Source: an optimization exercise on an open RTL-to-GDS flow (aim: small area, a short achievable clock period and few clock cycles per item). Production flows keep margins and buffers that such runs may drop. The RTL was checked by simulation tests, not by an equivalence proof against the original design. Power figures rest on the tool's default switching activity, not on a simulated workload.

Setup of run 1:
==> flow/design.v <==
module pfor_unpack (
    input  wire        clk,
    input  wire        rst,           
    input  wire        cmd_valid,
    output wire        cmd_ready,
    input  wire [5:0]  cmd_b,         
    input  wire [7:0]  cmd_cexcept,   
    input  wire        cmd_delta,     
    input  wire        cmd_restart,   
    input  wire        w_valid,
    output wire        w_ready,
    input  wire [31:0] w_data,
    input  wire        x_valid,
    output wire        x_ready,
    input  wire [6:0]  x_pos,
    input  wire [31:0] x_res,
    output wire        o_valid,
    input  wire        o_ready,
    output wire [31:0] o_data
);
    reg         crdy, wrdy, xrdy;
    reg  [31:0] wd;              
    reg         wf;
    reg  [31:0] xr;              
    reg  [6:0]  xp;
    reg         xf;
    reg         act;             
    reg         fa;              
    reg  [5:0]  bq;
    reg  [7:0]  xl;              
    reg         xnz;             
    reg         hit;             
    reg         dq;
    reg         rq;              
    reg         pz;              
    reg  [6:0]  idx;
    reg         last;            
    reg  [4:0]  om;
    reg         nw;              
    reg  [4:0]  omn;             
    reg         nwn;             
    reg  [1:0]  slip;            
    reg         al;              
    reg  [31:1] r0, r1, r2, r3;
    reg  [31:0] u;
    reg         uv, ub, ud;
    reg  [31:0] acc;             
    reg  [31:0] out;
    reg         ov;
    reg  [31:0] sk;              
    reg         sv;
    wire [62:0] f5    = {wd, r0};
    wire [46:0] f4    = om[4] ? f5[62:16] : f5[46:0];
    wire [38:0] f3    = om[3] ? f4[46:8]  : f4[38:0];
    wire [34:0] f2    = om[2] ? f3[38:4]  : f3[34:0];
    wire [32:0] f1    = om[1] ? f2[34:2]  : f2[32:0];
    wire [31:0] field = om[0] ? f1[32:1]  : f1[31:0];
    wire [31:0] mask  = bq[5] ? 32'hFFFFFFFF : ~(32'hFFFFFFFF << bq[4:0]);
    wire [31:0] p0    = bq[0] ? {xr[30:0], 1'b0}  : xr;
    wire [31:0] p1    = bq[1] ? {p0[29:0], 2'b0}  : p0;
    wire [31:0] p2    = bq[2] ? {p1[27:0], 4'b0}  : p1;
    wire [31:0] p3    = bq[3] ? {p2[23:0], 8'b0}  : p2;
    wire [31:0] p4    = bq[4] ? {p3[15:0], 16'b0} : p3;
    wire [31:0] uval  = (field & mask) | (hit ? p4 : 32'd0);
    wire [4:0]  s_om  = om + bq[4:0];                        
    wire [5:0]  s2    = {1'b0, omn} + {1'b0, bq[4:0]};
    wire        fb    = uv & !sv;
    wire [31:0] sa    = acc & {32{ub}};
    wire [31:0] kg0 = sa & u, kp0 = sa ^ u;
    wire [31:0] kg1, kp1, kg2, kp2, kg3, kp3, kg4, kp4, kg5, kp5;
    genvar gi;
    generate
        for (gi = 0; gi < 32; gi = gi + 1) begin : pfx
            if (gi % 2 == 1) begin
                assign kg1[gi] = kg0[gi] | (kp0[gi] & kg0[gi-1]);
                assign kp1[gi] = kp0[gi] & kp0[gi-1];
            end else begin
                assign kg1[gi] = kg0[gi];
                assign kp1[gi] = kp0[gi];
            end
            if (gi % 4 >= 2) begin
                assign kg2[gi] = kg1[gi] | (kp1[gi] & kg1[gi - gi%4 + 1]);
                assign kp2[gi] = kp1[gi] & kp1[gi - gi%4 + 1];
            end else begin
                assign kg2[gi] = kg1[gi];
                assign kp2[gi] = kp1[gi];
            end
            if (gi % 8 >= 4) begin
                assign kg3[gi] = kg2[gi] | (kp2[gi] & kg2[gi - gi%8 + 3]);
                assign kp3[gi] = kp2[gi] & kp2[gi - gi%8 + 3];
            end else begin
                assign kg3[gi] = kg2[gi];
                assign kp3[gi] = kp2[gi];
            end
            if (gi % 16 >= 8) begin
                assign kg4[gi] = kg3[gi] | (kp3[gi] & kg3[gi - gi%16 + 7]);
                assign kp4[gi] = kp3[gi] & kp3[gi - gi%16 + 7];
            end else begin
                assign kg4[gi] = kg3[gi];
                assign kp4[gi] = kp3[gi];
            end
            if (gi >= 16) begin
                assign kg5[gi] = kg4[gi] | (kp4[gi] & kg4[15]);
            end else begin
                assign kg5[gi] = kg4[gi];
            end
        end
    endgenerate
    wire [31:0] sum   = kp0 ^ {kg5[30:0], 1'b0};
    wire        ofree = !ov | o_ready;
    wire        nb     = cmd_valid & crdy;
    wire        lane3  = fa & (idx[1:0] == 2'd3);
    wire        xuse   = fa & hit;
    wire        c_last = fa ? (idx == 7'd126) : last;
    wire        c_xnz  = xuse ? (xl != 8'd1) : xnz;
    wire        c_nw   = lane3 ? nwn : nw;
    wire [1:0]  c_slip = (act & !fa) ? slip + 2'd1 : slip;
    wire        d_wf   = !wrdy | w_valid;
    wire        d_xf   = (xrdy & x_valid) | (xf & !xuse);
    wire        d_act  = !crdy | cmd_valid;
    wire [6:0]  d_idx  = crdy ? 7'd0 : fa ? idx + 7'd1 : idx;
    wire        d_last = !crdy & c_last;
    wire [7:0]  d_xl   = crdy ? cmd_cexcept : xuse ? xl - 8'd1 : xl;
    wire        d_xnz  = crdy ? (cmd_cexcept != 8'd0) : c_xnz;
    wire [4:0]  d_om   = crdy ? 5'd31 : lane3 ? omn : om;
    wire        d_nw   = crdy ? (cmd_b != 6'd0) : c_nw;
    wire [1:0]  d_slip = crdy ? 2'd0 : c_slip;
    wire        d_al   = (d_slip == 2'd0);
    wire        d_hit  = d_xnz & (xrdy ? (x_valid & (x_pos == d_idx))
                                       : (xf & !xuse & (xp == d_idx)));
    wire        d_uv   = fa | (uv & sv);
    wire        d_sv   = ov & !o_ready & (sv | uv);
    wire        d_go   = !(d_uv & d_sv);
    wire        d_fa   = crdy ? (cmd_valid & (d_wf | (cmd_b == 6'd0))
                                  & (d_xf | (cmd_cexcept == 8'd0)) & d_go)
                              : ((c_slip == 2'd0) & (!c_nw | d_wf) & (!c_xnz | d_xf) & d_go);
    assign cmd_ready = crdy;
    assign w_ready   = wrdy;
    assign x_ready   = xrdy;
    assign o_valid   = ov;
    assign o_data    = out;
    always @(posedge clk) begin
        if (!wf | (fa & nw)) wd <= w_data;
        if (!xf | xuse) begin
            xr <= x_res;
            xp <= x_pos;
        end
        if (crdy) begin
            bq <= cmd_b;
            dq <= cmd_delta;
        end
        idx  <= d_idx;
        xl   <= d_xl;
        xnz  <= d_xnz;
        om   <= d_om;
        nw   <= d_nw;
        slip <= d_slip;
        al   <= d_al;
        last <= d_last;
        omn  <= s_om;
        nwn  <= s2[5] | bq[5];
        r0 <= r1;
        r1 <= r2;
        r2 <= r3;
        r3 <= (fa & nw) ? wd[31:1] : r0;
        if (fa) begin
            u  <= uval;
            ub <= dq & !rq;
            ud <= dq;
        end
        if (fb & ud) acc <= sum;
        if (ofree) out <= sv ? sk : sum;
        if (ov & !sv & !o_ready) sk <= sum;
        if (rst) begin
            crdy <= 1'b1;
            wrdy <= 1'b1;
            xrdy <= 1'b1;
            wf   <= 1'b0;
            xf   <= 1'b0;
            act  <= 1'b0;
            fa   <= 1'b0;
            hit  <= 1'b0;
            pz   <= 1'b1;
            uv   <= 1'b0;
            ov   <= 1'b0;
            sv   <= 1'b0;
        end else begin
            crdy <= crdy ? !cmd_valid : (c_last & d_fa);
            wrdy <= !d_wf | (d_nw & d_fa);
            xrdy <= !d_xf | (d_hit & d_fa);
            wf   <= d_wf;
            xf   <= d_xf;
            act  <= d_act;
            fa   <= d_fa;
            hit  <= d_hit;
            if (nb) begin
                rq <= cmd_restart | pz;
                pz <= !cmd_delta & (cmd_restart | pz);
            end else if (fa) begin
                rq <= 1'b0;
            end
            uv <= d_uv;
            sv <= d_sv;
            if (ofree) ov <= sv | fb;
        end
    end
endmodule
export LEC_CHECK = 0
export CAP_MARGIN = 20
export CORE_MARGIN = 2
export CORE_UTILIZATION = 50
export PLACE_DENSITY = 0.7
export SLEW_MARGIN = 20
create_clock -name core_clock -period 10.0 [get_ports {clk}]
standard.sh (not shown) runs the stock make flow with config.mk's settings and CLKGATE_MAP_FILE= SYNTH_SCRIPT=/design/flow/synth_recipe.tcl, a recipe that flattens the netlist after the stock synthesis.
==> flow/flow/run.sh <==
#!/bin/bash
# Standard ORFS layout (the standard.sh), with these knobs changed:
#  - timing repair aims at a setup slack of 6.8 ns, i.e. paths of about 3.2 ns
#    instead of the 10 ns clock, so the resizer actually speeds the design up;
#  - ports are buffered with buf_1 instead of the default delay-cell buffer;
#  - clock tree: clkbuf_8 sink-cluster buffers, clusters of at most 20 sinks
#    within 40 um, no dummy loads.
# The make output goes to standard.log; ORFS writes each step's log under orfs/logs.
set -euo pipefail
bash standard.sh SETUP_SLACK_MARGIN=6.8 \
  'BUFFER_PORTS_ARGS=-buffer_cell sky130_fd_sc_hd__buf_1' \
  'CTS_ARGS=-sink_clustering_enable -repair_clock_nets -sink_clustering_size 20 -sink_clustering_max_diameter 40 -dont_use_dummy_load -sink_clustering_buffer sky130_fd_sc_hd__clkbuf_8' \
  finish > standard.log 2>&1
Run 1 went all the way through the flow, and no timing, DRC or antenna check failed.
Testbench counts of run 1, summed over its fixed seeds: cycles 49,176, items 384.
> inputs changed (run 1 -> run 2)
==> flow/flow/run.sh <==
#!/bin/bash
# Standard ORFS layout (the standard.sh), with these knobs changed:
#  - timing repair aims at a setup slack of 6.8 ns, i.e. paths of about 3.2 ns
#    instead of the 10 ns clock, so the resizer actually speeds the design up;
#  - ports are buffered with buf_1 instead of the default delay-cell buffer;
#  - clock tree: clkbuf_8 sink-cluster buffers, clusters of at most 20 sinks
#    within 60 um, no dummy loads.
# The make output goes to standard.log; ORFS writes each step's log under orfs/logs.
set -euo pipefail
bash standard.sh SETUP_SLACK_MARGIN=6.8 \
  'BUFFER_PORTS_ARGS=-buffer_cell sky130_fd_sc_hd__buf_1' \
  'CTS_ARGS=-sink_clustering_enable -repair_clock_nets -sink_clustering_size 20 -sink_clustering_max_diameter 60 -dont_use_dummy_load -sink_clustering_buffer sky130_fd_sc_hd__clkbuf_8' \
  finish > standard.log 2>&1
-- flow/config.mk --
<<< run 1, line 8
export CAP_MARGIN = 20
export CORE_MARGIN = 2
export CORE_UTILIZATION = 50
export PLACE_DENSITY = 0.7
export SLEW_MARGIN = 20
>>> run 2, line 8
export CAP_MARGIN = 20
export CORE_MARGIN = 2
export CORE_UTILIZATION = 40
export PLACE_DENSITY = 0.6
export SLEW_MARGIN = 20
[summary]
- On total non-filler cell area in the finished layout, run 2 tracks run 1 almost exactly.
- On register-to-register slack, run 2 does better than run 1.
- Routing usage on met1 was lower in run 2 than in run 1.
- [run 2 vs run 1] total wire length after detailed routing: higher in run 2
- Number of cells on the critical path, run 2 and run 1: lower on run 2
- The synthesis-to-layout area growth of run 2 and that of run 1 are within noise of each other.
- On cell count, the lower figure sits with run 1, not run 2.
Input changes introduced in run 3 (baseline for comparison: run 2):
==> flow/flow/run.sh <==
#!/bin/bash
# Standard ORFS layout (the standard.sh), with these knobs changed:
#  - timing repair aims at a setup slack of 6.95 ns, i.e. paths of about 3.05 ns
#    instead of the 10 ns clock, so the resizer actually speeds the design up;
#  - ports are buffered with buf_1 instead of the default delay-cell buffer;
#  - clock tree: clkbuf_8 sink-cluster buffers, clusters of at most 20 sinks
#    within 40 um, no dummy loads.
# The make output goes to standard.log; ORFS writes each step's log under orfs/logs.
set -euo pipefail
bash standard.sh SETUP_SLACK_MARGIN=6.95 \
  'BUFFER_PORTS_ARGS=-buffer_cell sky130_fd_sc_hd__buf_1' \
  'CTS_ARGS=-sink_clustering_enable -repair_clock_nets -sink_clustering_size 20 -sink_clustering_max_diameter 40 -dont_use_dummy_load -sink_clustering_buffer sky130_fd_sc_hd__clkbuf_8' \
  finish > standard.log 2>&1
## What came out
For run 2 and run 3, there was not a single run that failed to finish clean. Compared to run 2, the router laid down more metal wire for run 3. Looking at non-clock buffer count, run 3 sits 18 higher than run 2 does. Looking at launching instance or port of the critical path, the out[17] result is from run 3; the out[14] one comes from run 2. Lower cell area power density was reported by run 2, not run 3. The overall power of run 3 is higher than that of run 2.

## separate check: timing with driven ports
No port has a modelled driver above. Below, the same layouts with a new extraction and two added sets of constraints. Step 1 assumes that a clkbuf_16 drives the clock port and a buf_2 every other input. Step 2 times the ports against the registers' clock, not the clock port: input delays grow and output delays shrink by t, the midpoint of the rising clock arrivals with the driver on. Slacks: ideal / step 1 / step 2; pairs: ideal / step 1.
run	shift t [ns]	setup slack, ns	cell pins on the clock port's net
run 1	0.561	6.864 / 6.820 / 6.334	1
run 2	0.580	6.845 / 6.788 / 6.457	1
run 3	0.580	6.851 / 6.794 / 6.495	1
After both steps every run listed still meets setup and hold. The setup slack of run 1, which loses most, moves by -0.044 ns with the drivers and by -0.530 ns with both steps.
